Context: an optimization exercise on an open-source flow, tuned for small area and a short achievable clock period. The choices shown serve that exercise and are no tape-out recipe.
Where RTL was checked, it was by simulation tests only, not by an equivalence proof against the original.
Power is estimated from default activity; no workload was simulated.

==> inputs of run H <==
## pocsag_rx
module pocsag_rx (
    input  wire        clk,
    input  wire        rst,
    input  wire        in_valid,
    input  wire [15:0] in_sample,
    output wire        pre_found,
    output wire        sync_found,
    output wire        out_valid,
    output wire [3:0]  out_index,
    output wire [31:0] out_word,
    output wire        out_fail,
    output wire        out_addr
);
==> flow/config.mk <==
export PLATFORM = sky130hd
export DESIGN_NAME = pocsag_rx
export DESIGN_NICKNAME = pocsag_rx
export VERILOG_FILES = /design/flow/design.v
export SDC_FILE = /design/flow/constraint.sdc
export NUM_CORES = 4
export LEC_CHECK = 0
export CAP_MARGIN = 20
export CORE_MARGIN = 2
export CORE_UTILIZATION = 40
export CTS_BUF_LIST = sky130_fd_sc_hd__clkbuf_8
export SLEW_MARGIN = 20
export SYNTH_HIERARCHICAL = 1
==> flow/constraint.sdc <==
create_clock -name core_clock -period 12.0 [get_ports {clk}]
set_input_delay 2.4000 -clock core_clock [delete_from_list [all_inputs] [get_ports {clk}]]
set_output_delay 2.4000 -clock core_clock [all_outputs]
set_load 0.01 [all_outputs]
standard.sh (not shown) runs the stock make flow with config.mk's settings and CLKGATE_MAP_FILE= SYNTH_SCRIPT=/design/flow/synth_recipe.tcl, a recipe that flattens the netlist after the stock synthesis.
==> flow/flow/run.sh <==
#!/bin/bash
# The standard layout (standard synthesis and the ORFS steps unchanged),
# with two differences:
# - the port buffers that buffer_ports inserts are sky130_fd_sc_hd__buf_4
#   instead of the cell it picks by default (clkdlybuf4s50_1, a delay
#   cell); every input and output port still gets its own buffer;
# - repair_timing works on every path with less than 8 ns of setup slack
#   (SETUP_SLACK_MARGIN), so it sizes up the gates on the critical paths.
#   The clock period and the constraints are the standard flow's own.
# make's output goes to standard.log; ORFS keeps each step's log under
# orfs/logs.
set -euo pipefail
export BUFFER_PORTS_ARGS="-buffer_cell sky130_fd_sc_hd__buf_4"
export SETUP_SLACK_MARGIN=8
bash standard.sh > standard.log 2>&1
==> inputs of run M, as changes to run H <==
--- a/flow/design.v
+++ b/flow/design.v
@@ -3,23 +3,24 @@
     input  wire        vg,         
     input  wire        l,
     input  wire [22:0] magp,
     input  wire [24:0] c,
     input  wire [15:0] s,
     input  wire [15:0] q,
     input  wire        ci,
-    input  wire [15:0] a,
+    input  wire        sg,
     input  wire        c7,         
     output wire [22:0] magp_n,
     output wire [24:0] c_n,
     output wire [24:0] rs,
     output wire [24:0] rk
 );
     wire [15:0] mv = magp[22:7] & {16{vg}};
-    wire [8:0]  ah = a[15:7];
+    wire [15:0] x  = ~q & {16{vg}};
+    wire [8:0]  ah = x[15:7];
     wire [24:0] sa, ka;
     csa_row #(.W(25)) u_ra (
         .x (~c),
         .y ({{3{s[15]}}, s, 6'd0}),
         .z ({{9{q[15]}}, q}),
         .s (sa),
         .k (ka)
@@ -47,28 +48,54 @@
             cl_x2  u_s (.a(sa[i]), .b(kx[i]), .y(rs[i]));
             cl_and u_k (.a(sa[i]), .b(kx[i]), .y(hk[i]));
         end
     endgenerate
     assign rk = {hk[23:16], kq, c7};
     wire [24:0] rsum;
     pfx_add #(.W(25)) u_c (.x(rs), .y(rk), .ci(1'b0), .s(rsum));
-    slc_magp u_m (.magp(magp), .a(a), .mv(mv), .c7(c7), .magp_n(magp_n));
+    slc_magp u_m (.magp(magp), .x(x), .sg(sg), .mv(mv), .c7(c7), .magp_n(magp_n));
     assign c_n = (v & l) ? {2'b00, magp_n} : ~rsum;
 endmodule
 module slc_magp (
     input  wire [22:0] magp,
-    input  wire [15:0] a,
+    input  wire [15:0] x,
+    input  wire        sg,
     input  wire [15:0] mv,
     input  wire        c7,
     output wire [22:0] magp_n
 );
     wire [22:0] s1, k1, s2, k2;
-    csa_row #(.W(23)) u_r1 (.x(magp), .y({7'd0, a}), .z(~{14'd0, a[15:7]}), .s(s1), .k(k1));
-    csa_row #(.W(23)) u_r2 (.x(s1), .y({k1[21:0], ~c7}), .z(~{7'd0, mv}), .s(s2), .k(k2));
-    pfx_add #(.W(23)) u_a (.x(s2), .y({k2[21:0], 1'b0}), .ci(1'b1), .s(magp_n));
+    wire [22:0] k1x = {k1[21:0], ~c7};
+    genvar i;
+    generate
+        for (i = 0; i < 23; i = i + 1) begin : g_r
+            if (i < 9) begin : g_1f
+                wire h;
+                cl_x2   u_h (.a(magp[i]), .b(x[i]), .y(h));
+                cl_xn2  u_s (.a(h), .b(x[i+7]), .y(s1[i]));
+                cl_majn u_k (.a(magp[i]), .b(x[i]), .cn(x[i+7]), .y(k1[i]));
+            end else if (i < 16) begin : g_1o
+                cl_xn2 u_s (.a(magp[i]), .b(x[i]), .y(s1[i]));
+                cl_or  u_k (.a(magp[i]), .b(x[i]), .y(k1[i]));
+            end else begin : g_1c
+                cl_inv u_s (.a(magp[i]), .y(s1[i]));
+                assign k1[i] = magp[i];
+            end
+            if (i < 16) begin : g_2f
+                wire h;
+                cl_x2   u_h (.a(s1[i]), .b(k1x[i]), .y(h));
+                cl_xn2  u_s (.a(h), .b(mv[i]), .y(s2[i]));
+                cl_majn u_k (.a(s1[i]), .b(k1x[i]), .cn(mv[i]), .y(k2[i]));
+            end else begin : g_2o
+                cl_xn2 u_s (.a(s1[i]), .b(k1x[i]), .y(s2[i]));
+                cl_or  u_k (.a(s1[i]), .b(k1x[i]), .y(k2[i]));
+            end
+        end
+    endgenerate
+    pfx_add #(.W(23)) u_a (.x(s2), .y({k2[21:0], sg}), .ci(1'b1), .s(magp_n));
 endmodule
 module slc_dec (
     input  wire [15:0] s,
     input  wire [24:0] rs,
     input  wire [24:0] rk,
     input  wire        dv,
     input  wire        in_pre,
@@ -91,40 +118,44 @@
         for (i = 0; i < 25; i = i + 1) begin : g_c
             if (i < 6) begin : g_z
                 c42zt u_c (.a(rs[i]), .c(rk[i]), .e(s[i]), .sg(sg), .co(ch[i+1]), .t(t[i]));
             end else if (i < 16) begin : g_m
                 c42ts u_c (.a(rs[i]), .b(rk[i]), .c(s[i-6]), .e(s[i]), .sg(sg),
                            .co(ch[i+1]), .t(t[i]));
             end else begin : g_f
-                c42t u_c (.a(rs[i]), .b(rk[i]), .c(xs[i]), .d(qs[i]), .co(ch[i+1]), .t(t[i]));
+                c42t1 u_c (.a(rs[i]), .b(rk[i]), .c(xs[i]), .co(ch[i+1]), .t(t[i]));
             end
         end
     endgenerate
     wire [23:0] g, p;
     generate
         for (i = 0; i < 24; i = i + 1) begin : g_pg
             if (i == 0) begin : g_0
                 pg0 u_p (.t(t[0]), .c(ch[0]), .k(~sg), .g(g[0]), .p(p[0]));
-            end else begin : g_i
+            end else if (i < 17) begin : g_i
                 pgk u_p (.t(t[i]), .c(ch[i]), .tp(t[i-1]), .cp(ch[i-1]), .dp(qs[i-1]),
                          .g(g[i]), .p(p[i]));
+            end else begin : g_i1
+                pgk1 u_p (.t(t[i]), .c(ch[i]), .tp(t[i-1]), .cp(ch[i-1]), .g(g[i]), .p(p[i]));
             end
         end
     endgenerate
-    wire c24n;
-    pfx_gtree_gp #(.W(24)) u_t (.g(g), .p(p), .co(c24n));
+    wire glo, ghin, phin, c24;
+    pfx_gtree_gp #(.W(16)) u_tl (.g(g[15:0]), .p(p[15:0]), .co(glo), .po());
+    pfx_gtree_gp #(.W(8))  u_th (.g(g[23:16]), .p(p[23:16]), .co(ghin), .po(phin));
+    cl_node #(.PI(1), .PJ(0)) u_tj (.gi(ghin), .pi(phin), .gj(glo), .pj(1'b0), .go(c24), .po());
     wire tt;                   
-    top24 u_top (.t(t[24]), .c(ch[24]), .tp(t[23]), .cp(ch[23]), .dp(qs[23]), .y(tt));
+    top24 u_top (.t(t[24]), .c(ch[24]), .tp(t[23]), .cp(ch[23]), .y(tt));
     wire pa = dv & in_pre  & (tt ? m1 : m0);
     wire pb = dv & in_pre  & (tt ? m0 : m1);
     wire sa = dv & in_sync & sm & ~tt;
     wire sb = dv & in_sync & sm &  tt;
-    cl_muxi u_b  (.s(c24n), .a(tt), .b(~tt), .y(b_n));
-    cl_muxi u_pf (.s(c24n), .a(pa), .b(pb), .y(pre_dn));
-    cl_muxi u_sf (.s(c24n), .a(sa), .b(sb), .y(sync_dn));
+    cl_muxi u_b  (.s(c24), .a(~tt), .b(tt), .y(b_n));
+    cl_muxi u_pf (.s(c24), .a(pb), .b(pa), .y(pre_dn));
+    cl_muxi u_sf (.s(c24), .a(sb), .b(sa), .y(sync_dn));
 endmodule
 module c42t (
     input  wire a, input wire b, input wire c, input wire d,
     output wire co, output wire t
 );
     wire ab, cd;
     cl_x2  u_ab (.a(a), .b(b), .y(ab));
@@ -167,25 +198,44 @@
     output wire g, output wire p
 );
     wire sm = t ^ c;
     assign g = sm & k;
     assign p = sm | k;
 endmodule
 module top24 (
-    input  wire t, input wire c, input wire tp, input wire cp, input wire dp,
+    input  wire t, input wire c, input wire tp, input wire cp,
     output wire y
 );
-    assign y = t ^ c ^ (tp ? cp : dp);
+    assign y = t ^ c ^ (~tp | cp);
+endmodule
+module pgk1 (
+    input  wire t, input wire c, input wire tp, input wire cp,
+    output wire g, output wire p
+);
+    wire sm = t ^ c;
+    wire kp = ~tp | cp;
+    assign g = sm & kp;
+    assign p = sm | kp;
+endmodule
+module c42t1 (
+    input  wire a, input wire b, input wire c,
+    output wire co, output wire t
+);
+    wire ab;
+    cl_x2  u_ab (.a(a), .b(b), .y(ab));
+    cl_xn2 u_t  (.a(ab), .b(c), .y(t));
+    cl_maj u_co (.a(a), .b(b), .c(c), .y(co));
 endmodule
 module pfx_gtree_gp #(
     parameter W = 8
 ) (
     input  wire [W-1:0] g,
     input  wire [W-1:0] p,
-    output wire         co
+    output wire         co,
+    output wire         po
 );
     localparam L = $clog2(W);
     localparam N = 1 << L;
     wire [N*(L+1)-1:0] G, P;
     genvar i, k;
     generate
         for (i = 0; i < N; i = i + 1) begin : g_pg
@@ -206,14 +256,15 @@
                     cl_gpo u_c (.gn(G[k*N+2*i+1]), .pn(P[k*N+2*i+1]), .gln(G[k*N+2*i]), .pln(P[k*N+2*i]),
                                 .g(G[(k+1)*N+i]), .p(P[(k+1)*N+i]));
                 end
             end
         end
     endgenerate
     assign co = G[L*N];
+    assign po = P[L*N];
 endmodule
 module c42s (
     input  wire a, input wire b, input wire c, input wire e, input wire sg,
     input  wire d, input wire ci,
     output wire co, output wire s, output wire k
 );
     wire ab, abs_, ce, t;
@@ -349,14 +400,15 @@
                     cl_gpo u_c (.gn(G[k*N+2*i+1]), .pn(P[k*N+2*i+1]), .gln(G[k*N+2*i]), .pln(P[k*N+2*i]),
                                 .g(G[(k+1)*N+i]), .p(P[(k+1)*N+i]));
                 end
             end
         end
     endgenerate
     assign co = G[L*N];
+    assign po = P[L*N];
 endmodule
 module csa_row #(
     parameter W = 8
 ) (
     input  wire [W-1:0] x,
     input  wire [W-1:0] y,
     input  wire [W-1:0] z,
@@ -403,14 +455,20 @@
     wire p_t  = pi_t & pj_t;
     assign go = PI ? g_t : ~g_t;
     assign po = PI ? p_t : ~p_t;
 endmodule
 module cl_and (input wire a, input wire b, output wire y);
     assign y = a & b;
 endmodule
+module cl_or (input wire a, input wire b, output wire y);
+    assign y = a | b;
+endmodule
+module cl_majn (input wire a, input wire b, input wire cn, output wire y);
+    assign y = (a & b) | (a & ~cn) | (b & ~cn);
+endmodule
 module cl_maj (input wire a, input wire b, input wire c, output wire y);
     assign y = (a & b) | (a & c) | (b & c);
 endmodule
 module cl_pg (input wire a, input wire b, output wire g, output wire p);
     assign g = a & b;
     assign p = a | b;
 endmodule
@@ -420,21 +478,14 @@
     assign pn = ~(p & pl);
 endmodule
 module cl_gpo (input wire gn, input wire pn, input wire gln, input wire pln,
                output wire g, output wire p);
     assign g = ~(gn & (pn | gln));
     assign p = ~(pn | pln);
 endmodule
-module slc_abs (
-    input  wire [15:0] s,
-    output wire [15:0] a
-);
-    wire        sg = s[15];
-    assign a = (s ^ {16{sg}}) + {15'd0, sg};
-endmodule
 module pocsag_bch (
     input  wire [31:0] cw_in,
     output reg  [31:0] cw_out,
     output reg         fail
 );
     localparam [32*11-1:0] SYN_TAB = {
         11'h769, 11'h3B5, 11'h1DB, 11'h785, 11'h3C3, 11'h689, 11'h345, 11'h1A3,
@@ -481,49 +532,45 @@
     reg         v_r;           
     reg         vg_r;          
     reg         l_r;           
     reg  [15:0] s_r;           
     reg  [15:0] q_r;           
     reg         ci_r;          
     reg         c7_r;          
-    reg  [15:0] a_r;           
+    reg         sg_r;          
     reg  [22:0] magp;
     reg  [24:0] c_r;
-    wire [15:0] a_in;
+    wire [15:0] x_in = in_sample ^ {16{sg}};    
     wire [22:0] magp_n;
     wire [24:0] c_n;
     wire [24:0] rs_n, rk_n;
-    slc_abs u_abs (
-        .s (in_sample),
-        .a (a_in)
-    );
     slc_upd u_upd (
         .v      (v_r),
         .vg     (vg_r),
         .l      (l_r),
         .magp   (magp),
         .c      (c_r),
         .s      (s_r),
         .q      (q_r),
         .ci     (ci_r),
-        .a      (a_r),
+        .sg     (sg_r),
         .c7     (c7_r),
         .magp_n (magp_n),
         .c_n    (c_n),
         .rs     (rs_n),
         .rk     (rk_n)
     );
     always @(posedge clk) begin
         l_r  <= (icnt == 2'd3);
         vg_r <= acc;
         s_r  <= acc ? in_sample : 16'd0;
         q_r  <= acc ? (in_sample ^ {16{~sg}}) : 16'd0;
         ci_r <= acc & ~sg;
-        c7_r <= acc & ({1'b0, magp_n[6:0]} + {1'b0, a_in[6:0]} > 8'd127);
-        a_r  <= acc ? a_in : 16'd0;
+        c7_r <= acc & ({1'b0, magp_n[6:0]} + {1'b0, x_in[6:0]} + {7'd0, sg} > 8'd127);
+        sg_r <= acc & sg;
         if (rst) begin
             icnt <= 2'd0;
             v_r  <= 1'b0;
             magp <= 23'd0;
             c_r  <= 25'd0;
         end else begin
             if (in_valid)
- PLACE_DENSITY: default -> 0.75
==> run notes <==
quantity	run M	run H
Run status	timing/DRC/antenna clean	timing/DRC/antenna clean
Post-route clock period utilization	0.3191	0.3290
Portion of the layout cell area used by clock cells	0.05227	0.05459
Pre-CTS WS	7149 ps	6422 ps
IR Drop Worst-Case VDD	0.0001957 V	0.0001552 V
Site Rows	105	108
Switching Power	3132 uW	3383 uW
Switching power as a share of total power	0.3683	0.3756
Post-detailed-routing wire length	61.10 mm	74.21 mm
Multi-input logic portion of the cell area	0.3452	0.3669
Combinational power share	0.459	0.463
Clk power	1810 uW	1980 uW
Syn_area_per_cell	13.35 um^2	13.03 um^2
Power, Total	8504 uW	9005 uW
Final hold slack	380.0 ps	389.9 ps
Final core utilization	0.4554	0.4624
Total number of cells along the worst setup path	1	12
Critical register-to-register path startpoint	vg_r$_DFF_P_	fq[500]$_DFFE_PP_
Global router's overall resource usage	0.1419	0.1646
Count of inserted tapcells	1,070	1,155
Cell-internal power	5372 uW	5623 uW
Grt met1 use	0.1892	0.2261
Area of the mapped netlist	33,170 um^2	34,720 um^2
Initial antenna violation count	4	1
Non-CTS inverters	113	107
Startpoint types	flip-flop	input port
Clock buffer count	110	120
Only the layout flow was run in run H; the RTL was not checked for function there.

re-timing with driven ports:
Ports are ideal in the flow. The routed layouts listed here were re-timed in OpenROAD.
Step 1 (the two cells are an assumption about what drives the block):
set clk [get_ports {clk}]
set_driving_cell -lib_cell sky130_fd_sc_hd__clkbuf_16 $clk
set_driving_cell -lib_cell sky130_fd_sc_hd__buf_2 [delete_from_list [all_inputs] $clk]
Step 2 also shifts input and output timing later by t, the mid clock arrival at the registers, as if the neighbouring blocks saw the same clock.
Slacks: ideal ports / drivers / drivers and shift; pairs: ideal ports / drivers.
| run | shift t [ns] | setup WS [ns] | slew at the worst register clock pin (ns) |
|---|---|---|---|
| run H | 0.789 | 8.052 / 7.942 / 7.153 | 0.07 / 0.07 |
| run M | 0.751 | 8.170 / 8.114 / 7.433 | 0.07 / 0.07 |
After both steps setup and hold are still met in every run listed. The setup slack of run H, which loses most, moves by -0.110 ns with the drivers and by -0.899 ns with both steps.
